From an optimization exercise on the open Yosys and OpenROAD flow, aimed at small area, a short achievable clock period and few clock cycles; shortcuts taken in it are not production practice.
At most, simulation tests tie the RTL to the original design; equivalence was not proved.
The RTL of run 1 was laid out without a check of its function.
Power is estimated from default activity; no workload was simulated.

## flow/config.mk

```make
export PLATFORM = sky130hd
export DESIGN_NAME = bdsp_engine
export DESIGN_NICKNAME = bdsp_engine
export VERILOG_FILES = /design/flow/design.v
export SDC_FILE = /design/flow/constraint.sdc
export NUM_CORES = 4
export LEC_CHECK = 0
export CAP_MARGIN = 20
export CORE_MARGIN = 2
export CORE_UTILIZATION = 30
export SLEW_MARGIN = 20
```

## flow/constraint.sdc

```tcl
create_clock -name core_clock -period 14.0 [get_ports {clk}]
set_input_delay 2.8000 -clock core_clock [delete_from_list [all_inputs] [get_ports {clk}]]
set_output_delay 2.8000 -clock core_clock [all_outputs]
set_load 0.01 [all_outputs]
```

## flow/design.v

```verilog
module bdsp_engine (
    input             clk,
    input             rst,
    input             bus_valid,
    input             bus_write,
    input      [18:0] bus_addr,
    input      [31:0] bus_wdata,
    output reg        bus_rvalid,
    output reg [31:0] bus_rdata,
    output reg        bus_err,
    output            irq
);
  localparam W      = 16;
  localparam NMAX   = 16;
  localparam MMAX   = 8;
  localparam LMAX   = 32;
  localparam RT_CTX = 2;
  localparam YMAX   = NMAX + MMAX - 1;
  localparam [31:0] ID_VAL  = 32'h4649_5231;
  localparam [31:0] CFG_VAL = {11'd0, 5'd2, 2'd0, 6'd16, 7'd0, 1'b0};
  localparam [3:0] E_OPCODE = 4'd1, E_RSVD = 4'd2, E_CTX = 4'd3, E_ARG = 4'd4,
                   E_CAP = 4'd5, E_NOCTX = 4'd6;
  localparam [1:0] S_IDLE = 2'd0, S_CHK = 2'd1, S_BLK = 2'd2, S_RUN = 2'd3;
  reg  [W-1:0] xmem [0:NMAX-1];
  reg  [W-1:0] hmem [0:MMAX-1];
  reg  [W-1:0] ymem [0:YMAX-1];
  reg  [W-1:0] coef [0:2*MMAX-1];      
  reg  [W-1:0] hist [0:2*MMAX-1];      
  reg  [3:0]   ctx_m [0:RT_CTX-1];
  reg  [RT_CTX-1:0] ctx_valid;
  reg  [18:0]  q_run [0:RT_CTX-1];
  reg  [18:0]  q_max [0:RT_CTX-1];
  reg  [18:0]  q_min [0:RT_CTX-1];
  reg          q_ovf [0:RT_CTX-1];
  reg          irq_en;
  reg          st_busy, st_done, st_err, st_ovf, st_wbusy;
  reg  [3:0]   st_errcode;
  reg  [31:0]  cmd_reg, xlen, hlen, blen, rt_in;
  reg  [4:0]   ylen;
  reg  [W-1:0] rt_out;
  reg  [1:0]   state;
  reg          ovf_acc;
  assign irq = irq_en & (st_done | st_err);
  wire        aligned   = (bus_addr[1:0] == 2'b00);
  wire        is_reg    = aligned && (bus_addr < 19'h0003C);
  wire [15:0] slot      = bus_addr[17:2];
  wire        is_x      = aligned && (bus_addr[18:16] == 3'd1) && (bus_addr[15:2] < NMAX);
  wire        is_h      = aligned && (bus_addr[18:16] == 3'd2) && (bus_addr[15:2] < MMAX);
  wire        is_y      = aligned && (bus_addr[18:17] == 2'b10) && (bus_addr[16:2] < YMAX);
  wire        mapped    = is_reg | is_x | is_h | is_y;
  wire [3:0]  reg_idx   = bus_addr[5:2];
  wire        wr        = bus_valid & bus_write & mapped;
  wire        wr_reg    = wr & is_reg;
  wire        soft_rst  = wr_reg && reg_idx == 4'd5 && bus_wdata[0];
  wire        wr_guard  = wr & (is_x | is_h | is_y |
                              (is_reg & (reg_idx == 4'd7 || reg_idx == 4'd8 ||
                                         reg_idx == 4'd9 || reg_idx == 4'd10 ||
                                         reg_idx == 4'd12)));
  wire        wr_ok     = wr_guard & ~st_busy;
  wire        accept    = wr_ok & is_reg & (reg_idx == 4'd7);
  wire        rtin_wr   = wr_ok & is_reg & (reg_idx == 4'd12);
  wire [W-1:0] xrd = xmem[slot[3:0]];
  wire [W-1:0] hrd = hmem[slot[2:0]];
  wire [W-1:0] yrd = ymem[slot[4:0]];
  reg [31:0] rdata_c;
  always @(*) begin
    rdata_c = 32'd0;
    if (is_reg) begin
      case (reg_idx)
        4'd0:  rdata_c = ID_VAL;
        4'd1:  rdata_c = CFG_VAL;
        4'd2:  rdata_c = NMAX;
        4'd3:  rdata_c = MMAX;
        4'd4:  rdata_c = LMAX;
        4'd5:  rdata_c = {30'd0, irq_en, 1'b0};
        4'd6:  rdata_c = {20'd0, st_errcode, 3'd0, st_wbusy, st_ovf, st_err, st_done, st_busy};
        4'd7:  rdata_c = cmd_reg;
        4'd8:  rdata_c = xlen;
        4'd9:  rdata_c = hlen;
        4'd10: rdata_c = blen;
        4'd11: rdata_c = {27'd0, ylen};
        4'd12: rdata_c = rt_in;
        4'd13: rdata_c = {{(32-W){rt_out[W-1]}}, rt_out};
        4'd14: rdata_c = {{(32-RT_CTX){1'b0}}, ctx_valid};
        default: rdata_c = 32'd0;
      endcase
    end else if (is_x) rdata_c = {{(32-W){xrd[W-1]}}, xrd};
    else if (is_h)     rdata_c = {{(32-W){hrd[W-1]}}, hrd};
    else if (is_y)     rdata_c = {{(32-W){yrd[W-1]}}, yrd};
  end
  always @(posedge clk) begin
    if (rst) begin
      bus_rvalid <= 1'b0;
      bus_rdata  <= 32'd0;
      bus_err    <= 1'b0;
    end else begin
      bus_rvalid <= bus_valid;
      bus_err    <= bus_valid & ~mapped;
      bus_rdata  <= (bus_valid & ~bus_write & mapped) ? rdata_c : 32'd0;
    end
  end
  wire [3:0]  op    = cmd_reg[3:0];
  wire [3:0]  cctx  = cmd_reg[7:4];
  wire        rsvd  = |cmd_reg[31:8];
  wire        cx    = cctx[0];
  wire [31:0] N = xlen;
  wire [31:0] M = hlen;
  wire [31:0] L = blen;
  reg  [3:0]  chk_err;
  always @(*) begin
    chk_err = 4'd0;
    if (op >= 4'd7)                                   chk_err = E_OPCODE;
    else if (rsvd)                                    chk_err = E_RSVD;
    else if (op <= 4'd4 && cctx != 4'd0)              chk_err = E_RSVD;
    else if (op >= 4'd5 && cctx >= RT_CTX)            chk_err = E_CTX;
    else if (op >= 4'd1 && op <= 4'd4) begin
      if (N == 0 || M == 0)                           chk_err = E_ARG;
      else if (N > NMAX || M > MMAX)                  chk_err = E_CAP;
      else if (op == 4'd3 && L <= M)                  chk_err = E_ARG;
      else if (op == 4'd4 && L < M)                   chk_err = E_ARG;
      else if ((op == 4'd3 || op == 4'd4) && L > LMAX) chk_err = E_CAP;
    end else if (op == 4'd5) begin
      if (M == 0)                                     chk_err = E_ARG;
      else if (M > MMAX)                              chk_err = E_CAP;
    end else if (op == 4'd6) begin
      if (!ctx_valid[cx])                             chk_err = E_NOCTX;
    end
  end
  wire [4:0] n5  = xlen[4:0];
  wire [3:0] m4  = hlen[3:0];
  wire [5:0] l6  = blen[5:0];
  wire [4:0] t5  = n5 + {1'b0, m4} - 5'd1;             
  wire [4:0] lc5 = (n5 > {1'b0, m4}) ? n5 : {1'b0, m4};  
  wire [5:0] lw6 = l6 + {2'b0, m4} - 6'd1;             
  reg  [4:0] c_n;       
  reg  [3:0] c_m;       
  reg  [2:0] c_p;       
  reg  [5:0] c_l;       
  reg  [4:0] c_len;     
  reg  [5:0] c_lcap;    
  reg  [5:0] c_lseg;    
  reg        c_wrap;    
  reg        c_ols;
  reg        c_multi;   
  reg  [4:0] c_lim;     
  reg  [5:0] b_base;
  reg  [6:0] b_xoff;    
  reg  [5:0] b_ka, b_kb, b_cnt;
  reg  [5:0] o_q, o_n, o_j, o_jhi;
  reg  [6:0] o_i;
  reg        o_seg, o_first;
  wire [6:0] blk_xoff = {1'b0, b_base} - (c_ols ? {4'd0, c_p} : 7'd0);
  wire [5:0] blk_ka   = blk_xoff[6] ? (6'd0 - blk_xoff[5:0]) : 6'd0;
  wire [6:0] blk_kb_a = {1'b0, c_lcap} - 7'd1;
  wire [6:0] blk_kb_b = {2'b0, c_n} - 7'd1 - blk_xoff;
  wire [5:0] blk_kb   = ($signed(blk_kb_a) < $signed(blk_kb_b)) ? blk_kb_a[5:0] : blk_kb_b[5:0];
  wire [5:0] blk_cnt0 = blk_kb - blk_ka + {2'b0, c_m};
  wire [5:0] blk_cnt  = (c_wrap && c_lseg < blk_cnt0) ? c_lseg : blk_cnt0;
  wire       run      = (state == S_RUN);
  wire [5:0] sq_x0w   = b_xoff[5:0] + o_j;
  wire [3:0] sq_x0    = sq_x0w[3:0];
  wire [6:0] sq_h0w   = o_i - {1'b0, o_j};
  wire [2:0] sq_h0    = sq_h0w[2:0];
  wire       sq_v1    = (o_j < o_jhi);
  wire       seg_end  = ({1'b0, o_j} + 7'd1 >= {1'b0, o_jhi});
  wire [6:0] cur_i2   = {1'b0, o_n} + {1'b0, c_lseg};
  wire [6:0] cur_lo2a = cur_i2 + 7'd1 - {3'd0, c_m};
  wire [5:0] cur_lo2  = (cur_lo2a > {1'b0, b_ka}) ? cur_lo2a[5:0] : b_ka;
  wire       cur_ne2  = c_wrap && (cur_lo2a <= {1'b0, b_kb});
  wire       has_seg2 = ~o_seg & cur_ne2;
  wire       out_last = seg_end & ~has_seg2;
  wire [5:0] nn_a     = o_n + 6'd1;
  wire [5:0] nn       = (c_wrap && nn_a == c_lseg) ? 6'd0 : nn_a;
  wire [6:0] nn_lo1a  = {1'b0, nn} + 7'd1;                  
  wire [5:0] nn_lo1b  = (nn_lo1a > {3'd0, c_m}) ? (nn_lo1a[5:0] - {2'd0, c_m}) : 6'd0;
  wire [5:0] nn_lo1   = (nn_lo1b > b_ka) ? nn_lo1b : b_ka;
  wire [5:0] nn_hi1   = (nn < b_kb) ? nn : b_kb;
  wire       nn_ne1   = (nn_lo1 <= nn_hi1);
  wire [6:0] nn_i2    = {1'b0, nn} + {1'b0, c_lseg};
  wire [6:0] nn_lo2a  = nn_i2 + 7'd1 - {3'd0, c_m};
  wire [5:0] nn_lo2   = (nn_lo2a > {1'b0, b_ka}) ? nn_lo2a[5:0] : b_ka;
  wire       more_out = (o_q + 6'd1 < b_cnt);
  wire [5:0] nxt_base = b_base + c_l;
  wire       more_blk = c_multi && (nxt_base < {1'b0, c_lim});
  wire [6:0] sq_ypos  = b_xoff + {1'b0, o_n};
  wire       sq_ywen  = ($signed(sq_ypos) >= $signed({1'b0, b_base})) &&
                        ($signed(sq_ypos) < $signed({2'b0, c_len}));
  wire       sq_fin   = out_last & ~more_out & ~more_blk;
  reg        bg_busy, bg_ld, bg_c;
  reg  [1:0] bg_k;
  reg  [3:0] bg_m;
  reg  [W-1:0] a0, b0, a1, b1;       
  reg          oc_v, oc_v1, oc_first, oc_last, oc_ywen, oc_fin;
  reg  [4:0]   oc_ypos;
  reg          ob_v, ob_first, ob_last, ob_vo, ob_ve, ob_c;
  reg          op_spec;
  reg  [W-1:0] p0, p1;               
  reg          pov0, pov1;
  reg          pc_v, pc_v1, pc_first, pc_last, pc_ywen, pc_fin;
  reg  [4:0]   pc_ypos;
  reg          pb_v, pb_first, pb_last, pb_vo, pb_ve, pb_c;
  reg          prod_spec;
  reg  [W-1:0] acc;
  reg  [W-1:0] yr;                   
  reg          y_v, y_wen, y_fin;
  reg  [4:0]   y_pos;
  wire [W-1:0] sp_p    = cx ? p1 : p0;
  wire         sp_ov   = cx ? pov1 : pov0;
  wire [18:0]  sp_p19  = {{3{sp_p[W-1]}}, sp_p};
  wire [18:0]  rt_hi   = sp_p19 + q_max[cx];
  wire [18:0]  rt_lo   = sp_p19 + q_min[cx];
  wire         rt_ovf  = sp_ov | q_ovf[cx] |
                         (~rt_hi[18] & (rt_hi[17:15] != 3'd0)) |
                         ( rt_lo[18] & (rt_lo[17:15] != 3'b111));
  wire [W-1:0] rt_val  = sp_p + q_run[cx][W-1:0];
  wire         chk     = (state == S_CHK) & ~bg_busy;
  wire         chk_ok  = chk & (chk_err == 4'd0);
  wire         rt_go   = chk_ok & (op == 4'd6) & prod_spec;
  wire         rt_init = chk_ok & (op == 4'd5);
  wire         conv_go = chk_ok & (op >= 4'd1) & (op <= 4'd4);
  wire         bg_load  = rt_go | bg_ld;
  wire [1:0]   bgk      = rt_go ? 2'd0 : bg_k;
  wire         bgc      = rt_go ? cx : bg_c;
  wire [3:0]   bgm      = rt_go ? ctx_m[cx] : bg_m;
  wire [W-1:0] s_next   = rtin_wr ? bus_wdata[W-1:0] : rt_in[W-1:0];
  reg  [W-1:0] a0_n, b0_n, a1_n, b1_n;
  always @(*) begin
    if (run) begin
      a0_n = xmem[sq_x0];
      b0_n = hmem[sq_h0];
      a1_n = xmem[sq_x0 + 4'd1];
      b1_n = hmem[sq_h0 - 3'd1];
    end else if (bg_load) begin
      case (bgk)
        2'd0:    a1_n = rt_in[W-1:0];
        2'd1:    a1_n = hist[{bgc, 3'd3}];
        2'd2:    a1_n = hist[{bgc, 3'd5}];
        default: a1_n = hist[{bgc, 3'd7}];
      endcase
      case (bgk)
        2'd0:    a0_n = hist[{bgc, 3'd1}];
        2'd1:    a0_n = hist[{bgc, 3'd4}];
        default: a0_n = hist[{bgc, 3'd6}];
      endcase
      case (bgk)
        2'd0:    b1_n = coef[{bgc, 3'd1}];
        2'd1:    b1_n = coef[{bgc, 3'd3}];
        2'd2:    b1_n = coef[{bgc, 3'd5}];
        default: b1_n = coef[{bgc, 3'd7}];
      endcase
      case (bgk)
        2'd0:    b0_n = coef[{bgc, 3'd2}];
        2'd1:    b0_n = coef[{bgc, 3'd4}];
        default: b0_n = coef[{bgc, 3'd6}];
      endcase
    end else begin
      a0_n = s_next;
      a1_n = s_next;
      b0_n = coef[{1'b0, 3'd0}];
      b1_n = coef[{1'b1, 3'd0}];
    end
  end
  wire signed [2*W-1:0] m0 = $signed(a0) * $signed(b0);
  wire signed [2*W-1:0] m1 = $signed(a1) * $signed(b1);
  wire m0_ov = (m0[2*W-1:W-1] != {(W+1){1'b0}}) && (m0[2*W-1:W-1] != {(W+1){1'b1}});
  wire m1_ov = (m1[2*W-1:W-1] != {(W+1){1'b0}}) && (m1[2*W-1:W-1] != {(W+1){1'b1}});
  wire [W-1:0] ac_in  = pc_first ? {W{1'b0}} : acc;
  wire [W:0]   ac_s1  = {ac_in[W-1], ac_in} + {p0[W-1], p0};
  wire         ac_o1  = ac_s1[W] != ac_s1[W-1];
  wire [W-1:0] ac_p1  = pc_v1 ? p1 : {W{1'b0}};
  wire [W:0]   ac_s2  = {ac_s1[W-1], ac_s1[W-1:0]} + {ac_p1[W-1], ac_p1};
  wire         ac_o2  = ac_s2[W] != ac_s2[W-1];
  wire         ac_ovf = pc_v & (pov0 | ac_o1 | (pc_v1 & (pov1 | ac_o2)));
  wire [18:0]  bq_run0 = pb_first ? 19'd0 : q_run[pb_c];
  wire [18:0]  bq_max0 = pb_first ? 19'd0 : q_max[pb_c];
  wire [18:0]  bq_min0 = pb_first ? 19'd0 : q_min[pb_c];
  wire         bq_ov0  = pb_first ? 1'b0  : q_ovf[pb_c];
  wire [18:0]  bq_r1   = bq_run0 + (pb_vo ? {{3{p1[W-1]}}, p1} : 19'd0);
  wire [18:0]  bq_r2   = bq_r1   + (pb_ve ? {{3{p0[W-1]}}, p0} : 19'd0);
  wire [18:0]  bq_mx1  = ($signed(bq_r1) > $signed(bq_max0)) ? bq_r1 : bq_max0;
  wire [18:0]  bq_mx2  = ($signed(bq_r2) > $signed(bq_mx1))  ? bq_r2 : bq_mx1;
  wire [18:0]  bq_mn1  = ($signed(bq_r1) < $signed(bq_min0)) ? bq_r1 : bq_min0;
  wire [18:0]  bq_mn2  = ($signed(bq_r2) < $signed(bq_mn1))  ? bq_r2 : bq_mn1;
  wire         bq_ov   = bq_ov0 | (pb_vo & pov1) | (pb_ve & pov0);
  wire [W-1:0] y_old  = ymem[y_pos];
  wire [W:0]   y_sum  = {y_old[W-1], y_old} + {yr[W-1], yr};
  wire         y_ovf  = y_sum[W] != y_sum[W-1];
  wire         y_done = y_v & y_fin;
  wire         y_pz    = conv_go;           
  wire [4:0]   pz_len  = (op == 4'd2) ? lc5 : t5;
  wire [W-1:0] y_wd    = st_busy ? (y_pz ? {W{1'b0}} : y_sum[W-1:0]) : bus_wdata[W-1:0];
  integer k;
  always @(posedge clk) begin
    if (rst || soft_rst) begin
      irq_en     <= 1'b0;
      st_busy    <= 1'b0;
      st_done    <= 1'b0;
      st_err     <= 1'b0;
      st_ovf     <= 1'b0;
      st_wbusy   <= 1'b0;
      st_errcode <= 4'd0;
      cmd_reg    <= 32'd0;
      xlen       <= 32'd0;
      hlen       <= 32'd0;
      blen       <= 32'd0;
      ylen       <= 5'd0;
      rt_in      <= 32'd0;
      rt_out     <= {W{1'b0}};
      ctx_valid  <= {RT_CTX{1'b0}};
      state      <= S_IDLE;
      ovf_acc    <= 1'b0;
      bg_busy    <= 1'b0;
      bg_ld      <= 1'b0;
      oc_v       <= 1'b0;
      ob_v       <= 1'b0;
      op_spec    <= 1'b0;
      pc_v       <= 1'b0;
      pb_v       <= 1'b0;
      prod_spec  <= 1'b0;
      y_v        <= 1'b0;
    end else begin
      case (state)
        S_CHK: if (chk) begin
          if (chk_err != 4'd0) begin
            st_err     <= 1'b1;
            st_errcode <= chk_err;
            st_busy    <= 1'b0;
            state      <= S_IDLE;
          end else begin
            case (op)
              4'd1, 4'd2, 4'd3, 4'd4: begin
                c_n     <= n5;
                c_m     <= m4;
                c_p     <= m4[2:0] - 3'd1;
                c_l     <= l6;
                c_len   <= pz_len;
                c_lcap  <= (op == 4'd4) ? l6 : (op == 4'd3) ? lw6 :
                           (op == 4'd2) ? {1'b0, lc5} : 6'd32;
                c_lseg  <= (op == 4'd2) ? {1'b0, lc5} : lw6;
                c_wrap  <= (op == 4'd2) | (op == 4'd3);
                c_ols   <= (op == 4'd3);
                c_multi <= (op == 4'd3) | (op == 4'd4);
                c_lim   <= (op == 4'd3) ? t5 : n5;
                b_base  <= 6'd0;
                ovf_acc <= 1'b0;
                state   <= S_BLK;
              end
              4'd5: begin
                ctx_m[cx]     <= m4;
                ctx_valid[cx] <= 1'b1;
                st_done <= 1'b1;
                st_busy <= 1'b0;
                state   <= S_IDLE;
              end
              4'd6: begin
                if (prod_spec) begin
                  rt_out  <= rt_val;
                  st_ovf  <= rt_ovf;
                  st_done <= 1'b1;
                  st_busy <= 1'b0;
                  state   <= S_IDLE;
                end
              end
              default: begin             
                st_done <= 1'b1;
                st_busy <= 1'b0;
                state   <= S_IDLE;
              end
            endcase
          end
        end
        S_BLK: begin
          b_xoff  <= blk_xoff;
          b_ka    <= blk_ka;
          b_kb    <= blk_kb;
          b_cnt   <= blk_cnt;
          o_q     <= 6'd0;
          o_n     <= blk_ka;
          o_seg   <= 1'b0;
          o_i     <= {1'b0, blk_ka};
          o_j     <= blk_ka;
          o_jhi   <= blk_ka;
          o_first <= 1'b1;
          state   <= S_RUN;
        end
        S_RUN: begin
          if (!seg_end) begin
            o_j     <= o_j + 6'd2;
            o_first <= 1'b0;
          end else if (has_seg2) begin
            o_seg   <= 1'b1;
            o_i     <= cur_i2;
            o_j     <= cur_lo2;
            o_jhi   <= b_kb;
            o_first <= 1'b0;
          end else if (more_out) begin
            o_q     <= o_q + 6'd1;
            o_n     <= nn;
            o_first <= 1'b1;
            if (nn_ne1) begin
              o_seg <= 1'b0;
              o_i   <= {1'b0, nn};
              o_j   <= nn_lo1;
              o_jhi <= nn_hi1;
            end else begin
              o_seg <= 1'b1;
              o_i   <= nn_i2;
              o_j   <= nn_lo2;
              o_jhi <= b_kb;
            end
          end else if (more_blk) begin
            b_base <= nxt_base;
            state  <= S_BLK;
          end else begin
            state  <= S_IDLE;            
          end
        end
        default: ;
      endcase
      a0 <= a0_n; b0 <= b0_n; a1 <= a1_n; b1 <= b1_n;
      oc_v     <= run;
      oc_v1    <= sq_v1;
      oc_first <= o_first;
      oc_last  <= out_last;
      oc_ypos  <= sq_ypos[4:0];
      oc_ywen  <= sq_ywen;
      oc_fin   <= sq_fin;
      ob_v     <= bg_load & ~run;
      ob_first <= (bgk == 2'd0);
      ob_last  <= ({2'b0, bgk, 1'b0} + 5'd4 > {1'b0, bgm});
      ob_vo    <= ({1'b0, bgk, 1'b0} + 4'd1 < bgm);
      ob_ve    <= ({1'b0, bgk, 1'b0} + 4'd2 < bgm);
      ob_c     <= bgc;
      op_spec  <= ~run & ~bg_load & ~rt_init;
      if (bg_load) begin
        bg_c  <= bgc;
        bg_m  <= bgm;
        bg_k  <= bgk + 2'd1;
        bg_ld <= ({2'b0, bgk, 1'b0} + 5'd4 <= {1'b0, bgm});
      end
      if (rt_go) bg_busy <= 1'b1;
      p0 <= m0[W-1:0]; p1 <= m1[W-1:0];
      pov0 <= m0_ov;   pov1 <= m1_ov;
      pc_v     <= oc_v;
      pc_v1    <= oc_v1;
      pc_first <= oc_first;
      pc_last  <= oc_last;
      pc_ypos  <= oc_ypos;
      pc_ywen  <= oc_ywen;
      pc_fin   <= oc_fin;
      pb_v     <= ob_v;
      pb_first <= ob_first;
      pb_last  <= ob_last;
      pb_vo    <= ob_vo;
      pb_ve    <= ob_ve;
      pb_c     <= ob_c;
      prod_spec <= op_spec & ~rtin_wr & ~rt_init;
      if (pc_v) begin
        acc <= ac_s2[W-1:0];
        if (ac_ovf) ovf_acc <= 1'b1;
      end
      y_v <= pc_v & pc_last;
      if (pc_v & pc_last) begin
        yr    <= ac_s2[W-1:0];
        y_pos <= pc_ypos;
        y_wen <= pc_ywen;
        y_fin <= pc_fin;
      end
      if (pb_v) begin
        q_run[pb_c] <= bq_r2;
        q_max[pb_c] <= bq_mx2;
        q_min[pb_c] <= bq_mn2;
        q_ovf[pb_c] <= bq_ov;
        if (pb_last) bg_busy <= 1'b0;
      end
      if (y_v & y_wen & y_ovf) ovf_acc <= 1'b1;
      if (y_done) begin
        ylen    <= c_len;
        st_ovf  <= ovf_acc | (y_wen & y_ovf);
        st_done <= 1'b1;
        st_busy <= 1'b0;
      end
      if (rt_init) begin
        for (k = 0; k < MMAX; k = k + 1)
          coef[{cx, 3'd0} + k] <= hmem[k];
        for (k = 1; k < MMAX; k = k + 1)
          hist[{cx, 3'd0} + k] <= {W{1'b0}};
        q_run[cx] <= 19'd0;
        q_max[cx] <= 19'd0;
        q_min[cx] <= 19'd0;
        q_ovf[cx] <= 1'b0;
      end
      if (rt_go) begin
        hist[{cx, 3'd1}] <= rt_in[W-1:0];
        for (k = 2; k < MMAX; k = k + 1)
          hist[{cx, 3'd0} + k] <= hist[{cx, 3'd0} + k - 1];
      end
      if (wr && st_busy && wr_guard) st_wbusy <= 1'b1;
      if (accept) begin
        cmd_reg    <= bus_wdata;
        st_busy    <= 1'b1;
        st_done    <= 1'b0;
        st_err     <= 1'b0;
        st_errcode <= 4'd0;
        st_ovf     <= 1'b0;
        st_wbusy   <= 1'b0;
        state      <= S_CHK;
      end
      if (wr_reg && reg_idx == 4'd5) irq_en <= bus_wdata[1];
      if (wr_reg && reg_idx == 4'd6) begin
        if (bus_wdata[1]) st_done <= 1'b0;
        if (bus_wdata[2]) begin st_err <= 1'b0; st_errcode <= 4'd0; end
        if (bus_wdata[3]) st_ovf <= 1'b0;
        if (bus_wdata[4]) st_wbusy <= 1'b0;
      end
      if (wr_ok && is_reg) begin
        case (reg_idx)
          4'd8:  xlen  <= bus_wdata;
          4'd9:  hlen  <= bus_wdata;
          4'd10: blen  <= bus_wdata;
          4'd12: rt_in <= bus_wdata;
          default: ;
        endcase
      end
    end
  end
  always @(posedge clk) begin
    if (wr_ok && is_x) xmem[slot[3:0]] <= bus_wdata[W-1:0];
    if (wr_ok && is_h) hmem[slot[2:0]] <= bus_wdata[W-1:0];
    for (k = 0; k < YMAX; k = k + 1)
      if ((wr_ok && is_y && slot[4:0] == k) ||
          (y_pz && k < pz_len) ||
          (y_v && y_wen && y_pos == k))
        ymem[k] <= y_wd;
  end
endmodule
```

## flow/run.sh

```bash
#!/bin/bash
# synth_recipe.tcl (not shown) runs the flow's synth.tcl, then flattens the netlist and writes it again
# the make line also repeats each setting of config.mk as NAME=value (left out here)
make -C /OpenROAD-flow-scripts/flow DESIGN_CONFIG=/design/flow/config.mk WORK_HOME=/design/flow/orfs CLKGATE_MAP_FILE= SYNTH_SCRIPT=/design/flow/synth_recipe.tcl finish
```

==> results of run 1 <==
[report_power, final]
| part | internal (mW) | switching, mW |
|---|---|---|
| clock | 3.13 | 2.38 |
| combinational | 2.68 | 4.01 |
| sequential | 6.15 | 0.126 |
| total | 12.0 | 6.51 |
[worst min-delay path by stage]
stage               slack (ns)       start  cells past startpoint         end
global route              0.41     op_spec                      2   prod_spec
floorplan                 0.40     op_spec                      2   prod_spec
global placement          0.40  oc_ypos[2]                      0  pc_ypos[2]
detailed placement        0.40     op_spec                      2   prod_spec
finish                    0.41     op_spec                      2   prod_spec
CTS                       0.41     op_spec                      2   prod_spec
[stage by stage]
stage	power, mW	util, %	instance area [um^2]	instances
2_1_floorplan	11.2	-	118000	10200
3_3_place_gp	13.0	32.1	126000	15200
3_5_place_dp	13.0	32.1	126000	15200
4_1_cts	18.5	33.8	132000	15600
5_1_grt	19.5	33.8	132000	15600
6_report	18.5	33.8	132000	15600
[layout make-up]
| cell class | count | area (um^2) | area share, % |
|---|---|---|---|
| clock buffers | 271 | 5730 | 4.33 |
| multi-input cells | 6902 | 60500 | 45.7 |
| repair buffers | 306 | 2520 | 1.90 |
| well taps | 5220 | 6530 | 4.93 |
| inverters | 925 | 3480 | 2.63 |
| flip-flops and latches | 1874 | 52700 | 39.8 |
| diodes | 14 | 35.0 | 0.0264 |
| clock inverters | 105 | 998 | 0.754 |
[cells by family (layout without fill, tap and decap cells)]
group	after synthesis	after routing	share of synthesized area, %
adders and majority gates	1140	1140	15.6
muxes	879	879	11.0
DFF	1874	1874	44.7
AOI/OAI and AO/OA	1985	1985	11.6
xor gates and xnor gates	227	227	1.73
other	2	16	0.00637
and+or+nand+nor	2669	2669	10.7
buffers and inverters	1457	1607	4.67
[per-layer routing]
metal | vias to the layer above | part of all wire (%) | GRT usage [%]
met5 | - | 0.059 | 0.0483
met4 | 38 | 5.3 | 8.63
met3 | 1075 | 10 | 4.30
met2 | 4698 | 44 | 30.5
met1 | 42700 | 40 | 25.5
li1 | 37400 | - | -
[critical path: cells and delay by family (launching register included)]
kind,cells,cell delay [ns]
adders and majority gates,5,1.72
DFF,1,0.52
xor gates and xnor gates,1,0.17
AOI/OAI and AO/OA,19,4.16
and+or+nand+nor,7,2.01
muxes,1,0.42
[layout by cell type (no fill, tap or decap), types with 74 or more instances in the layout]
cell type	n
inv_1	921
a21o_1	150
mux2i_1	376
a21oi_1	557
nand4_1	87
and2_1	432
nand3_1	130
a221oi_1	130
clkbuf_16	212
edfxtp_1	1517
mux4_2	320
o21ai_0	178
xor2_1	77
clkdlybuf4s50_1	74
xnor2_1	139
nand2_1	976
nor2_1	542
fa_1	546
a22oi_1	306
mux2_2	137
ha_1	586
buf_4	212
nor3_1	94
dfxtp_1	354
==> key figures, run 1 <==
STA
  – Hold_ws: 0.410 ns
  – Crit share post-route: 66.4%
  – Post-layout min period: 9.29 ns
  – Transition time of the tightest slew-check pin: 1.34 ns
  – Setup slack after layout: 4.71 ns
  – Setup TNS: 0 ns
  – Setup Viol. Count Final: 0
  – Fin. max-slew vios: 0
  – Final Hold Viols: 0
  – Rel. slew slack: 10.1%
  – RSZ-0062 raised after global routing: no
  – Maximum clock rate: 108 MHz
  – Clock Skew: 0.151 ns

Detailed routing
  – Via density: 5.50
  – ANT nets after route: 0
  – Via Count: 85900
  – Remaining DRCs: 0
  – Routed WL: 398 mm
  – Drt first pass iters: 7
  – WL/cell: 25.5 um
  – DR iter-0 viols: 10600

Logic synthesis
  – Seq cells post-synth: 1874
  – Post-synthesis cell count: 10200
  – Main synth FF type: edfxtp_1
  – Synth area leaders: edfxtp_1 39%, fa_1 9.3%, ha_1 6.3%
  – Synth Warn #: 2
  – Commonest cells post-synth: 1517 x edfxtp_1, 978 x nand2_1, 922 x inv_1
  – Sequential share of the synthesized area: 44.7%
  – Post-synth EDFFs: 1517
  – Synth Area per Inst: 11.5 um^2
  – Fraction of registers with async set or reset after synthesis: 0%
  – Mapped Area: 0.118 mm^2
  – Yosys cell types: 96
  – Cell with the most instances after synthesis: edfxtp_1
  – Synth Net Count: 11400
  – Proportion of netlist area held by the largest area contributor: 38.6%
  – Area leader, netlist: edfxtp_1

Critical path
  – R2R Path End: o_j[5]
  – CP most frequent cell: o21a_1
  – CP startpoint: o_n[0]
  – Critical Path RT: 14.67 ns
  – R2R Setup Slk: 4.71 ns
  – Delay of the slowest critical-path stage: 0.67 ns
  – CP max stage cell: o22ai_1
  – CP endpoint kind: register
  – Critical path type: reg2reg
  – Worst setup SP type: register
  – Worst-path maximum fanout: 12
  – Worst reg2reg path depth: 33
  – Worst setup path endpoint: o_j[5]
  – Reg2reg start: o_n[0]
  – Worst EP arrival: 9.96 ns

Die
  – Die H: 631 um
  – Initial Utilization: 30.1%
  – Core footprint: 0.392 mm^2
  – Num rows: 230
  – Die X: 631 um
  – IO Pins: 90
  – Total die area: 0.398 mm^2

GRT
  – Initial antenna violation count: 34
  – First-pass GRT wire length: 578 mm
  – Number of global-route vias before repair: 83600
  – Largest net degree at the start of global routing: 130
  – Overall Global Routing Usage: 19.4%
  – GRT Residual Overflow: 0

Clock network
  – Root buffer cell: clkbuf_16
  – CTS Buf Count: 204
  – CTS tree: yes
  – Max Root-Sink Buffers: 4
  – H-Tree Depth: 4
  – Clock-pin slew on the worst setup and hold paths: 0.07 ns
  – Resize count post-CTS: 0
  – Post-CTS setup buffer count: 0
  – Clock Sinks: 1874
  – Clock latency (worst-skew pair): 0.98 ns
  – CTS Hold Bufs: 0

Final layout
  – Nets: 11400
  – Syn-to-layout area delta: 12.3%
  – Share of cells above drive strength 1: 11.2%
  – Filler Cells Inserted: 38700
  – Max reg flops: 368
  – Most flops, register: ymem

Place
  – Place WS: 4.90 ns
  – GP Congestion: 0.938
  – IO buf count: 89
  – Final HPWL DP: 268 mm

Hold path
  – Hold WC Path Type: reg2reg

Power and ir drop
  – Worst-case vdd ir drop: 0.000156 V
  – Power density over the cells: 139 mW/mm^2
  – LEAKAGE: 48.7 nW

Flow run
  – Maximum Capacitance Violations: 0

Status
  – Status: complete, no violations
==> inputs of run 2 (changes only) <==
--- a/flow/design.v
+++ b/flow/design.v
@@ -20,7 +20,7 @@
   localparam [31:0] CFG_VAL = {11'd0, 5'd2, 2'd0, 6'd16, 7'd0, 1'b0};
   localparam [3:0] E_OPCODE = 4'd1, E_RSVD = 4'd2, E_CTX = 4'd3, E_ARG = 4'd4,
                    E_CAP = 4'd5, E_NOCTX = 4'd6;
-  localparam [1:0] S_IDLE = 2'd0, S_CHK = 2'd1, S_BLK = 2'd2, S_RUN = 2'd3;
+  localparam [2:0] S_IDLE = 3'd0, S_CHK = 3'd1, S_BLK1 = 3'd2, S_BLK2 = 3'd3, S_RUN = 3'd4;
   reg  [W-1:0] xmem [0:NMAX-1];
   reg  [W-1:0] hmem [0:MMAX-1];
   reg  [W-1:0] ymem [0:YMAX-1];
@@ -38,7 +38,7 @@
   reg  [31:0]  cmd_reg, xlen, hlen, blen, rt_in;
   reg  [4:0]   ylen;
   reg  [W-1:0] rt_out;
-  reg  [1:0]   state;
+  reg  [2:0]   state;
   reg          ovf_acc;
   assign irq = irq_en & (st_done | st_err);
   wire        aligned   = (bus_addr[1:0] == 2'b00);
@@ -103,9 +103,16 @@
   wire [3:0]  cctx  = cmd_reg[7:4];
   wire        rsvd  = |cmd_reg[31:8];
   wire        cx    = cctx[0];
-  wire [31:0] N = xlen;
-  wire [31:0] M = hlen;
-  wire [31:0] L = blen;
+  reg  f_n0, f_ngt, f_m0, f_mgt, f_lle, f_llt, f_lgt;
+  always @(posedge clk) begin
+    f_n0  <= (xlen == 32'd0);
+    f_ngt <= (|xlen[31:5]) | (xlen[4] & (|xlen[3:0]));
+    f_m0  <= (hlen == 32'd0);
+    f_mgt <= (|hlen[31:4]) | (hlen[3] & (|hlen[2:0]));
+    f_lle <= ~(|blen[31:4]) & (blen[3:0] <= hlen[3:0]);
+    f_llt <= ~(|blen[31:4]) & (blen[3:0] <  hlen[3:0]);
+    f_lgt <= (|blen[31:6]) | (blen[5] & (|blen[4:0]));
+  end
   reg  [3:0]  chk_err;
   always @(*) begin
     chk_err = 4'd0;
@@ -114,14 +121,14 @@
     else if (op <= 4'd4 && cctx != 4'd0)              chk_err = E_RSVD;
     else if (op >= 4'd5 && cctx >= RT_CTX)            chk_err = E_CTX;
     else if (op >= 4'd1 && op <= 4'd4) begin
-      if (N == 0 || M == 0)                           chk_err = E_ARG;
-      else if (N > NMAX || M > MMAX)                  chk_err = E_CAP;
-      else if (op == 4'd3 && L <= M)                  chk_err = E_ARG;
-      else if (op == 4'd4 && L < M)                   chk_err = E_ARG;
-      else if ((op == 4'd3 || op == 4'd4) && L > LMAX) chk_err = E_CAP;
+      if (f_n0 || f_m0)                               chk_err = E_ARG;
+      else if (f_ngt || f_mgt)                        chk_err = E_CAP;
+      else if (op == 4'd3 && f_lle)                   chk_err = E_ARG;
+      else if (op == 4'd4 && f_llt)                   chk_err = E_ARG;
+      else if ((op == 4'd3 || op == 4'd4) && f_lgt)   chk_err = E_CAP;
     end else if (op == 4'd5) begin
-      if (M == 0)                                     chk_err = E_ARG;
-      else if (M > MMAX)                              chk_err = E_CAP;
+      if (f_m0)                                       chk_err = E_ARG;
+      else if (f_mgt)                                 chk_err = E_CAP;
     end else if (op == 4'd6) begin
       if (!ctx_valid[cx])                             chk_err = E_NOCTX;
     end
@@ -139,16 +146,44 @@
   reg  [4:0] c_len;     
   reg  [5:0] c_lcap;    
   reg  [5:0] c_lseg;    
+  reg  [5:0] c_lsm1;    
   reg        c_wrap;    
   reg        c_ols;
   reg        c_multi;   
   reg  [4:0] c_lim;     
-  reg  [5:0] b_base;
+  reg  [5:0] b_base, b_nbase;
+  reg        b_more;
   reg  [6:0] b_xoff;    
   reg  [5:0] b_ka, b_kb, b_cnt;
-  reg  [5:0] o_q, o_n, o_j, o_jhi;
-  reg  [6:0] o_i;
+  reg  [5:0] b_thr;     
+  reg        w_s1ne;    
+  reg  [5:0] w_s1x;
+  reg  [2:0] w_s1h;
+  reg  [6:0] w_s1rem;
+  reg  [5:0] w_s2x;
+  reg  [6:0] w_s2rem;
+  reg        w_s2ne, w_ywen;
+  reg  [5:0] o_qleft;
+  reg        o_lastout;
   reg        o_seg, o_first;
+  reg  [5:0] o_x;       
+  reg  [2:0] o_h;       
+  reg  [6:0] o_rem;     
+  reg        cs2_ne;
+  reg  [5:0] cs2_x;
+  reg  [6:0] cs2_rem;
+  reg  [6:0] o_ypos;
+  reg        o_ywen;
+  reg  [5:0] nx_n;
+  reg        nx_s1ne;
+  reg  [5:0] nx_s1x;
+  reg  [2:0] nx_s1h;
+  reg  [6:0] nx_s1rem;
+  reg        nx_s2ne;
+  reg  [5:0] nx_s2x;
+  reg  [6:0] nx_s2rem;
+  reg  [6:0] nx_ypos;
+  reg        nx_ywen;
   wire [6:0] blk_xoff = {1'b0, b_base} - (c_ols ? {4'd0, c_p} : 7'd0);
   wire [5:0] blk_ka   = blk_xoff[6] ? (6'd0 - blk_xoff[5:0]) : 6'd0;
   wire [6:0] blk_kb_a = {1'b0, c_lcap} - 7'd1;
@@ -156,36 +191,38 @@
   wire [5:0] blk_kb   = ($signed(blk_kb_a) < $signed(blk_kb_b)) ? blk_kb_a[5:0] : blk_kb_b[5:0];
   wire [5:0] blk_cnt0 = blk_kb - blk_ka + {2'b0, c_m};
   wire [5:0] blk_cnt  = (c_wrap && c_lseg < blk_cnt0) ? c_lseg : blk_cnt0;
+  wire [5:0] blk_nb   = b_base + c_l;
+  wire [6:0] b2_xka   = b_xoff + {1'b0, b_ka};             
+  wire [6:0] b2_s2lo  = {1'b0, b_ka} + {1'b0, c_lsm1};
+  wire [6:0] b2_s2x   = b_xoff + b2_s2lo;
+  wire [6:0] b2_s2rem = {1'b0, b_kb} - b2_s2lo;
+  wire [6:0] b2_s2rm1 = b2_s2rem - 7'd1;
+  wire       b2_m1    = (c_m == 4'd1);
+  wire       b2_dhi   = (b_ka < b_kb);
+  wire [6:0] b2_n1rem = {6'd0, b2_dhi} - {6'd0, b2_m1};
+  wire [6:0] b2_ws2x  = b_xoff + {1'b0, c_lsm1};
+  wire [6:0] b2_ws2r  = {1'b0, b_kb} - {1'b0, c_lsm1};
+  wire [6:0] b2_nyp   = b2_xka + 7'd1;
+  function ywen_f;
+    input [6:0] yp;
+    input [5:0] base;
+    input [4:0] len;
+    ywen_f = ($signed(yp) >= $signed({1'b0, base})) && ($signed(yp) < $signed({2'b0, len}));
+  endfunction
   wire       run      = (state == S_RUN);
-  wire [5:0] sq_x0w   = b_xoff[5:0] + o_j;
-  wire [3:0] sq_x0    = sq_x0w[3:0];
-  wire [6:0] sq_h0w   = o_i - {1'b0, o_j};
-  wire [2:0] sq_h0    = sq_h0w[2:0];
-  wire       sq_v1    = (o_j < o_jhi);
-  wire       seg_end  = ({1'b0, o_j} + 7'd1 >= {1'b0, o_jhi});
-  wire [6:0] cur_i2   = {1'b0, o_n} + {1'b0, c_lseg};
-  wire [6:0] cur_lo2a = cur_i2 + 7'd1 - {3'd0, c_m};
-  wire [5:0] cur_lo2  = (cur_lo2a > {1'b0, b_ka}) ? cur_lo2a[5:0] : b_ka;
-  wire       cur_ne2  = c_wrap && (cur_lo2a <= {1'b0, b_kb});
-  wire       has_seg2 = ~o_seg & cur_ne2;
+  wire [3:0] sq_x0    = o_x[3:0];
+  wire [2:0] sq_h0    = o_h;
+  wire       sq_v1    = (o_rem != 7'd0);
+  wire       seg_end  = (o_rem[6:1] == 6'd0);
+  wire       has_seg2 = ~o_seg & cs2_ne;
   wire       out_last = seg_end & ~has_seg2;
-  wire [5:0] nn_a     = o_n + 6'd1;
-  wire [5:0] nn       = (c_wrap && nn_a == c_lseg) ? 6'd0 : nn_a;
-  wire [6:0] nn_lo1a  = {1'b0, nn} + 7'd1;                  
-  wire [5:0] nn_lo1b  = (nn_lo1a > {3'd0, c_m}) ? (nn_lo1a[5:0] - {2'd0, c_m}) : 6'd0;
-  wire [5:0] nn_lo1   = (nn_lo1b > b_ka) ? nn_lo1b : b_ka;
-  wire [5:0] nn_hi1   = (nn < b_kb) ? nn : b_kb;
-  wire       nn_ne1   = (nn_lo1 <= nn_hi1);
-  wire [6:0] nn_i2    = {1'b0, nn} + {1'b0, c_lseg};
-  wire [6:0] nn_lo2a  = nn_i2 + 7'd1 - {3'd0, c_m};
-  wire [5:0] nn_lo2   = (nn_lo2a > {1'b0, b_ka}) ? nn_lo2a[5:0] : b_ka;
-  wire       more_out = (o_q + 6'd1 < b_cnt);
-  wire [5:0] nxt_base = b_base + c_l;
-  wire       more_blk = c_multi && (nxt_base < {1'b0, c_lim});
-  wire [6:0] sq_ypos  = b_xoff + {1'b0, o_n};
-  wire       sq_ywen  = ($signed(sq_ypos) >= $signed({1'b0, b_base})) &&
-                        ($signed(sq_ypos) < $signed({2'b0, c_len}));
-  wire       sq_fin   = out_last & ~more_out & ~more_blk;
+  wire       sq_fin   = out_last & o_lastout & ~b_more;
+  wire       nx_wrap  = c_wrap && (nx_n + 6'd1 == c_lseg);
+  wire       nx_dlo   = (nx_n >= b_thr);
+  wire       nx_dhi   = (nx_n < b_kb);
+  wire [6:0] nx_s1rem_a = nx_s1rem + {6'd0, nx_dhi} - {6'd0, nx_dlo};
+  wire [6:0] nx_s2rem_a = nx_s2rem - 7'd1;
+  wire [6:0] nx_ypos_a  = nx_ypos + 7'd1;
   reg        bg_busy, bg_ld, bg_c;
   reg  [1:0] bg_k;
   reg  [3:0] bg_m;
@@ -337,13 +374,14 @@
                 c_lcap  <= (op == 4'd4) ? l6 : (op == 4'd3) ? lw6 :
                            (op == 4'd2) ? {1'b0, lc5} : 6'd32;
                 c_lseg  <= (op == 4'd2) ? {1'b0, lc5} : lw6;
+                c_lsm1  <= (op == 4'd2) ? ({1'b0, lc5} - {2'b0, m4} + 6'd1) : l6;
                 c_wrap  <= (op == 4'd2) | (op == 4'd3);
                 c_ols   <= (op == 4'd3);
                 c_multi <= (op == 4'd3) | (op == 4'd4);
                 c_lim   <= (op == 4'd3) ? t5 : n5;
                 b_base  <= 6'd0;
                 ovf_acc <= 1'b0;
-                state   <= S_BLK;
+                state   <= S_BLK1;
               end
               4'd5: begin
                 ctx_m[cx]     <= m4;
@@ -369,48 +407,107 @@
             endcase
           end
         end
-        S_BLK: begin
+        S_BLK1: begin
           b_xoff  <= blk_xoff;
           b_ka    <= blk_ka;
           b_kb    <= blk_kb;
           b_cnt   <= blk_cnt;
-          o_q     <= 6'd0;
-          o_n     <= blk_ka;
-          o_seg   <= 1'b0;
-          o_i     <= {1'b0, blk_ka};
-          o_j     <= blk_ka;
-          o_jhi   <= blk_ka;
-          o_first <= 1'b1;
-          state   <= S_RUN;
+          b_nbase <= blk_nb;
+          b_more  <= c_multi && (blk_nb < {1'b0, c_lim});
+          state   <= S_BLK2;
+        end
+        S_BLK2: begin
+          b_thr     <= b_ka + {2'd0, c_m} - 6'd1;
+          w_s1ne    <= (b_ka == 6'd0);
+          w_s1x     <= b2_xka[5:0];
+          w_s1h     <= 3'd0 - b_ka[2:0];
+          w_s1rem   <= 7'd0 - {1'b0, b_ka};
+          w_s2x     <= b2_ws2x[5:0];
+          w_s2rem   <= b2_ws2r;
+          w_s2ne    <= c_wrap & ~b2_ws2r[6];
+          w_ywen    <= ywen_f(b_xoff, b_base, c_len);
+          o_qleft   <= b_cnt;
+          o_lastout <= (b_cnt == 6'd1);
+          o_seg     <= 1'b0;
+          o_first   <= 1'b1;
+          o_x       <= b2_xka[5:0];
+          o_h       <= 3'd0;
+          o_rem     <= 7'd0;
+          cs2_ne    <= c_wrap & ~b2_s2rem[6];
+          cs2_x     <= b2_s2x[5:0];
+          cs2_rem   <= b2_s2rem;
+          o_ypos    <= b2_xka;
+          o_ywen    <= ywen_f(b2_xka, b_base, c_len);
+          nx_n      <= b_ka + 6'd1;
+          nx_s1ne   <= ~b2_n1rem[6];
+          nx_s1x    <= b2_xka[5:0] + {5'd0, b2_m1};
+          nx_s1h    <= {2'd0, ~b2_m1};
+          nx_s1rem  <= b2_n1rem;
+          nx_s2ne   <= c_wrap & ~b2_s2rm1[6];
+          nx_s2x    <= b2_s2x[5:0] + 6'd1;
+          nx_s2rem  <= b2_s2rm1;
+          nx_ypos   <= b2_nyp;
+          nx_ywen   <= ywen_f(b2_nyp, b_base, c_len);
+          state     <= S_RUN;
         end
         S_RUN: begin
           if (!seg_end) begin
-            o_j     <= o_j + 6'd2;
+            o_x     <= o_x + 6'd2;
+            o_h     <= o_h - 3'd2;
+            o_rem   <= o_rem - 7'd2;
             o_first <= 1'b0;
           end else if (has_seg2) begin
             o_seg   <= 1'b1;
-            o_i     <= cur_i2;
-            o_j     <= cur_lo2;
-            o_jhi   <= b_kb;
+            o_x     <= cs2_x;
+            o_h     <= c_p;
+            o_rem   <= cs2_rem;
             o_first <= 1'b0;
-          end else if (more_out) begin
-            o_q     <= o_q + 6'd1;
-            o_n     <= nn;
-            o_first <= 1'b1;
-            if (nn_ne1) begin
+          end else if (!o_lastout) begin
+            o_qleft   <= o_qleft - 6'd1;
+            o_lastout <= (o_qleft == 6'd2);
+            o_first   <= 1'b1;
+            if (nx_s1ne) begin
               o_seg <= 1'b0;
-              o_i   <= {1'b0, nn};
-              o_j   <= nn_lo1;
-              o_jhi <= nn_hi1;
+              o_x   <= nx_s1x;
+              o_h   <= nx_s1h;
+              o_rem <= nx_s1rem;
             end else begin
               o_seg <= 1'b1;
-              o_i   <= nn_i2;
-              o_j   <= nn_lo2;
-              o_jhi <= b_kb;
+              o_x   <= nx_s2x;
+              o_h   <= c_p;
+              o_rem <= nx_s2rem;
+            end
+            cs2_ne  <= nx_s2ne;
+            cs2_x   <= nx_s2x;
+            cs2_rem <= nx_s2rem;
+            o_ypos  <= nx_ypos;
+            o_ywen  <= nx_ywen;
+            if (nx_wrap) begin
+              nx_n     <= 6'd0;
+              nx_s1ne  <= w_s1ne;
+              nx_s1x   <= w_s1x;
+              nx_s1h   <= w_s1h;
+              nx_s1rem <= w_s1rem;
+              nx_s2ne  <= w_s2ne;
+              nx_s2x   <= w_s2x;
+              nx_s2rem <= w_s2rem;
+              nx_ypos  <= b_xoff;
+              nx_ywen  <= w_ywen;
+            end else begin
+              nx_n     <= nx_n + 6'd1;
+              nx_s1ne  <= ~nx_s1rem_a[6];
+              nx_s1x   <= nx_s1x + {5'd0, nx_dlo};
+              nx_s1h   <= nx_s1h + {2'd0, ~nx_dlo};
+              nx_s1rem <= nx_s1rem_a;
+              nx_s2ne  <= c_wrap & ~nx_s2rem_a[6];
+              nx_s2x   <= nx_s2x + 6'd1;
+              nx_s2rem <= nx_s2rem_a;
+              nx_ypos  <= nx_ypos_a;
+              nx_ywen  <= ywen_f(nx_ypos_a, b_base, c_len);
             end
-          end else if (more_blk) begin
-            b_base <= nxt_base;
-            state  <= S_BLK;
+          end else if (b_more) begin
+            b_base <= b_nbase;
+            state  <= S_BLK1;
           end else begin
             state  <= S_IDLE;            
           end
@@ -422,8 +519,8 @@
       oc_v1    <= sq_v1;
       oc_first <= o_first;
       oc_last  <= out_last;
-      oc_ypos  <= sq_ypos[4:0];
-      oc_ywen  <= sq_ywen;
+      oc_ypos  <= o_ypos[4:0];
+      oc_ywen  <= o_ywen;
       oc_fin   <= sq_fin;
       ob_v     <= bg_load & ~run;
       ob_first <= (bgk == 2'd0);
==> key figures, run 2 <==
Critical path
  – CP endpoint kind: register (unchanged)
  – Worst reg2reg path depth: 36 (was 33)
  – R2R Path End: q_max[1][1] (was o_j[5])
  – CP max stage cell: dfxtp_4 (was o22ai_1)
  – CP most frequent cell: a21oi_1 (was o21a_1)
  – Critical Path RT: 14.69 ns (was 14.67 ns)
  – CP delay by family, top: compound AO/OA/AOI/OAI gates (unchanged)
  – R2R Setup Slk: 4.88 ns (was 4.71 ns)
  – Crit path buffers/inverters: 3 (was 0)
  – Critical path type: reg2reg (unchanged)
  – Worst-path maximum fanout: 27 (was 12)
  – Delay of the slowest critical-path stage: 0.69 ns (was 0.67 ns)
  – Worst setup SP type: register (unchanged)
  – Worst EP arrival: 9.80 ns (was 9.96 ns)

GRT
  – Initial antenna violation count: 20 (was 34)
  – Largest net degree at the start of global routing: 112 (was 130)
  – Number of global-route vias before repair: 86100 (was 83600)
  – Overall Global Routing Usage: 19.0% (was 19.4%)
  – GRT Residual Overflow: 0 (unchanged)
  – First-pass GRT wire length: 584 mm (was 578 mm)

Clock network
  – Root buffer cell: clkbuf_16 (unchanged)
  – Clock Sinks: 1986 (was 1874)
  – Max Root-Sink Buffers: 4 (unchanged)
  – Clock-pin slew on the worst setup and hold paths: 0.06 ns (was 0.07 ns)
  – CTS Hold Bufs: 0 (unchanged)
  – H-Tree Depth: 4 (unchanged)
  – CTS Buf Count: 211 (was 204)
  – CTS tree: yes (unchanged)
  – Post-CTS setup buffer count: 0 (unchanged)
  – Clock latency (worst-skew pair): 0.96 ns (was 0.98 ns)
  – Resize count post-CTS: 0 (unchanged)

Final layout
  – Area taken by flip-flops and latches: 0.0559 mm^2 (was 0.0527 mm^2)
  – Area of the multi-input gates: 0.0605 mm^2 (about the same)
  – Max reg flops: 368 (unchanged)
  – Share of cells above drive strength 1: 10.9% (was 11.2%)
  – Most common cell after layout, fill and taps aside: edfxtp_1 (unchanged)
  – Most flops, register: ymem (unchanged)
  – Fin cells: 16200 (was 15600)
  – Syn-to-layout area delta: 12.4% (was 12.3%)
  – Finished Core Util: 33.8% (about the same)
  – Commonest non-fill, non-tap cells in the layout: 1614 x edfxtp_1, 1314 x nand2_1, 846 x inv_1 (was 1517 x edfxtp_1, 976 x nand2_1, 921 x inv_1)
  – Design Area, Final: 0.136 mm^2 (was 0.132 mm^2)
  – Nets: 11800 (was 11400)
  – Filler Cells Inserted: 39800 (was 38700)

Detailed routing
  – Drt first pass iters: 7 (unchanged)
  – Via Count: 88100 (was 85900)
  – Remaining DRCs: 0 (unchanged)
  – Routed WL: 401 mm (was 398 mm)
  – WL/cell: 24.8 um (was 25.5 um)
  – DR iter-0 viols: 11100 (was 10600)
  – Via density: 5.44 (was 5.50)
  – ANT nets after route: 0 (unchanged)

Logic synthesis
  – Cell with the most instances after synthesis: edfxtp_1 (unchanged)
  – Seq cells post-synth: 1986 (was 1874)
  – Fraction of registers with async set or reset after synthesis: 0% (unchanged)
  – Main synth FF type: edfxtp_1 (unchanged)
  – Proportion of netlist area held by the largest area contributor: 40.0% (was 38.6%)
  – Post-synth EDFFs: 1614 (was 1517)
  – Synth Warn #: 2 (unchanged)
  – Synth area leaders: edfxtp_1 40%, fa_1 9.1%, dfxtp_1 6.1% (was edfxtp_1 39%, fa_1 9.3%, ha_1 6.3%)
  – Post-synthesis cell count: 10600 (was 10200)
  – Area leader, netlist: edfxtp_1 (unchanged)
  – Yosys cell types: 91 (was 96)
  – Synth Net Count: 11800 (was 11400)
  – Sequential share of the synthesized area: 46.1% (was 44.7%)
  – Synth Area per Inst: 11.4 um^2 (was 11.5 um^2)
  – Commonest cells post-synth: 1614 x edfxtp_1, 1315 x nand2_1, 850 x inv_1 (was 1517 x edfxtp_1, 978 x nand2_1, 922 x inv_1)
  – Mapped Area: 0.121 mm^2 (was 0.118 mm^2)

Hold path
  – Worst Min Path Start: oc_ypos[4] (was op_spec)
  – Hold WC Path Type: reg2reg (unchanged)
  – Worst hold endpoint: pc_ypos[4] (was prod_spec)
  – WHS Path Cells: 0 (was 2)

Place
  – Placed cells: 15800 (was 15200)
  – IO buf count: 89 (unchanged)
  – GP Congestion: 0.918 (was 0.938)
  – Final HPWL DP: 271 mm (was 268 mm)
  – Placed cell area: 0.129 mm^2 (was 0.126 mm^2)

Power and ir drop
  – Internal power: 12.1 mW (was 12.0 mW)
  – NetSw: 6.06 mW (was 6.51 mW)
  – Worst-case vdd ir drop: 0.000119 V (was 0.000156 V)
  – Sequential share of power: 36.4% (was 34.0%)
  – Comb pwr share: 31.9% (was 36.2%)
  – Power density over the cells: 133 mW/mm^2 (was 139 mW/mm^2)
  – Sw frac: 33.3% (was 35.3%)
  – LEAKAGE: 50.3 nW (was 48.7 nW)
  – Clock Power Share: 31.7% (was 29.8%)

STA
  – Clock Skew: 0.131 ns (was 0.151 ns)
  – Rel. slew slack: 6.91% (was 10.1%)
  – Maximum clock rate: 110 MHz (was 108 MHz)
  – Hold_ws: 0.366 ns (was 0.410 ns)
  – Fin. max-slew vios: 0 (unchanged)
  – Setup Viol. Count Final: 0 (unchanged)
  – Setup TNS: 0 ns (unchanged)
  – Post-layout min period: 9.12 ns (was 9.29 ns)
  – Transition time of the tightest slew-check pin: 1.38 ns (was 1.34 ns)
  – RSZ-0062 raised after global routing: no (unchanged)
  – Crit share post-route: 65.1% (was 66.4%)
  – Final Hold Viols: 0 (unchanged)

Die
  – Initial Utilization: 30.1% (about the same)
  – Die X: 640 um (was 631 um)
  – Total die area: 0.409 mm^2 (was 0.398 mm^2)
  – Core footprint: 0.403 mm^2 (was 0.392 mm^2)
  – Num rows: 233 (was 230)
  – IO Pins: 90 (unchanged)
  – Die H: 640 um (was 631 um)

Status
  – Status: complete, no violations (unchanged)

Flow run
  – Maximum Capacitance Violations: 0 (unchanged)
==> run 2: cell count changes after synthesis, moves of 58 or more <==
cell | before | now
inv_1 | 922 | 850
a21oi_1 | 559 | 624
nor2_1 | 576 | 518
edfxtp_1 | 1517 | 1614
o21ai_0 | 209 | 327
nand2_1 | 978 | 1315
==> run 2: per-layer routing <==
metal  global-route usage, %  up-vias  routed length [um]
li1                        -    38400                   -
met1                    24.7    44000              159000
met2                    30.2     4636              180000
met3                    4.30     1047               40300
met4                    8.63       14               21300
met5                       0        -                  98
==> run 2: metrics by stage <==
stage | worst slack, ns | power (mW)
after floorplan | 0.273 | 10.9
after global placement | 4.79 | 12.5
after detailed placement | 4.66 | 12.5
after CTS | 4.63 | 18.3
after global routing | 4.36 | 19.2
final | 4.88 | 18.2
==> run 2: how the worst max path moves through the flow <==
stage                start           end  slack (ns)  cells after the start
2_1_floorplan  bus_addr[4]   hist[10][0]        0.27                     10
3_3_place_gp      register  q_max[1][13]        4.79                     32
3_5_place_dp      register  q_max[1][16]        4.66                     32
4_1_cts           register   q_max[1][1]        4.63                     32
5_1_grt           register   q_max[1][5]        4.36                     36
6_report          register   q_max[1][1]        4.88                     36
==> run 2: layout make-up <==
class	count	share of cell area (%)
Timing Repair Buffer	349	2.07
Clock inverter	113	0.884
Antenna cell	12	0.0220
Inverter	854	2.37
Multi-Input combinational cell	7212	44.4
Sequential cell	1986	41.0
Clock buffer	272	4.22
Tap cell	5405	4.96
==> run 2: cell families (layout without fill, tap and decap cells) <==
| kind of cell | count (synthesis) | in the layout | synth area share (%) |
|---|---|---|---|
| adders and majority gates | 1129 | 1129 | 15.0 |
| other | 2 | 14 | 0.00620 |
| DFF | 1986 | 1986 | 46.1 |
| AOI/OAI and AO/OA | 2055 | 2055 | 11.1 |
| xor gates and xnor gates | 290 | 290 | 2.10 |
| muxes | 750 | 750 | 9.59 |
| buffers and inverters | 1413 | 1588 | 4.49 |
| and+or+nand+nor | 2986 | 2986 | 11.5 |
==> run 2: power by group through the flow <==
stage / registers (mW) / clock network, mW / logic, mW
final: 6.63 / 5.76 / 5.80
after CTS: 6.62 / 5.81 / 5.84
after global placement: 6.74 / 0 / 5.76
after floorplan: 6.67 / 0 / 4.21
after global routing: 6.63 / 6.02 / 6.54
after detailed placement: 6.75 / 0 / 5.80
Testbench counts of run 2, summed over its fixed seeds: cycles 24,264.

separate check: timing with driven ports:
Ports are ideal in the flow. The routed layouts listed here were re-timed in OpenROAD. Step 1 sets driving cells, clkbuf_16 on the clock port and buf_2 on the other inputs (assumed; they add their load-dependent delay and slew). Step 2 adds t to the input delays and takes it off the output delays; t is the mean of the earliest and latest rising clock arrival at the registers after step 1. Input paths then give back, and output paths get back, about the clock's delay inside the block. Three values: no drivers, after step 1, after step 2; two values: the first two.
run | t (ns) | slack for setup (ns) | worst setup path after step 2 | worst data-port slew with drivers (ns) | pins driven straight from the clock port
run 1 | 1.008 | 4.708 / 4.708 / 4.708 | register to register | 0.15 | 1
run 2 | 0.984 | 4.883 / 4.883 / 4.883 | register to register | 0.09 | 1
After both steps setup and hold are still met in every run listed.
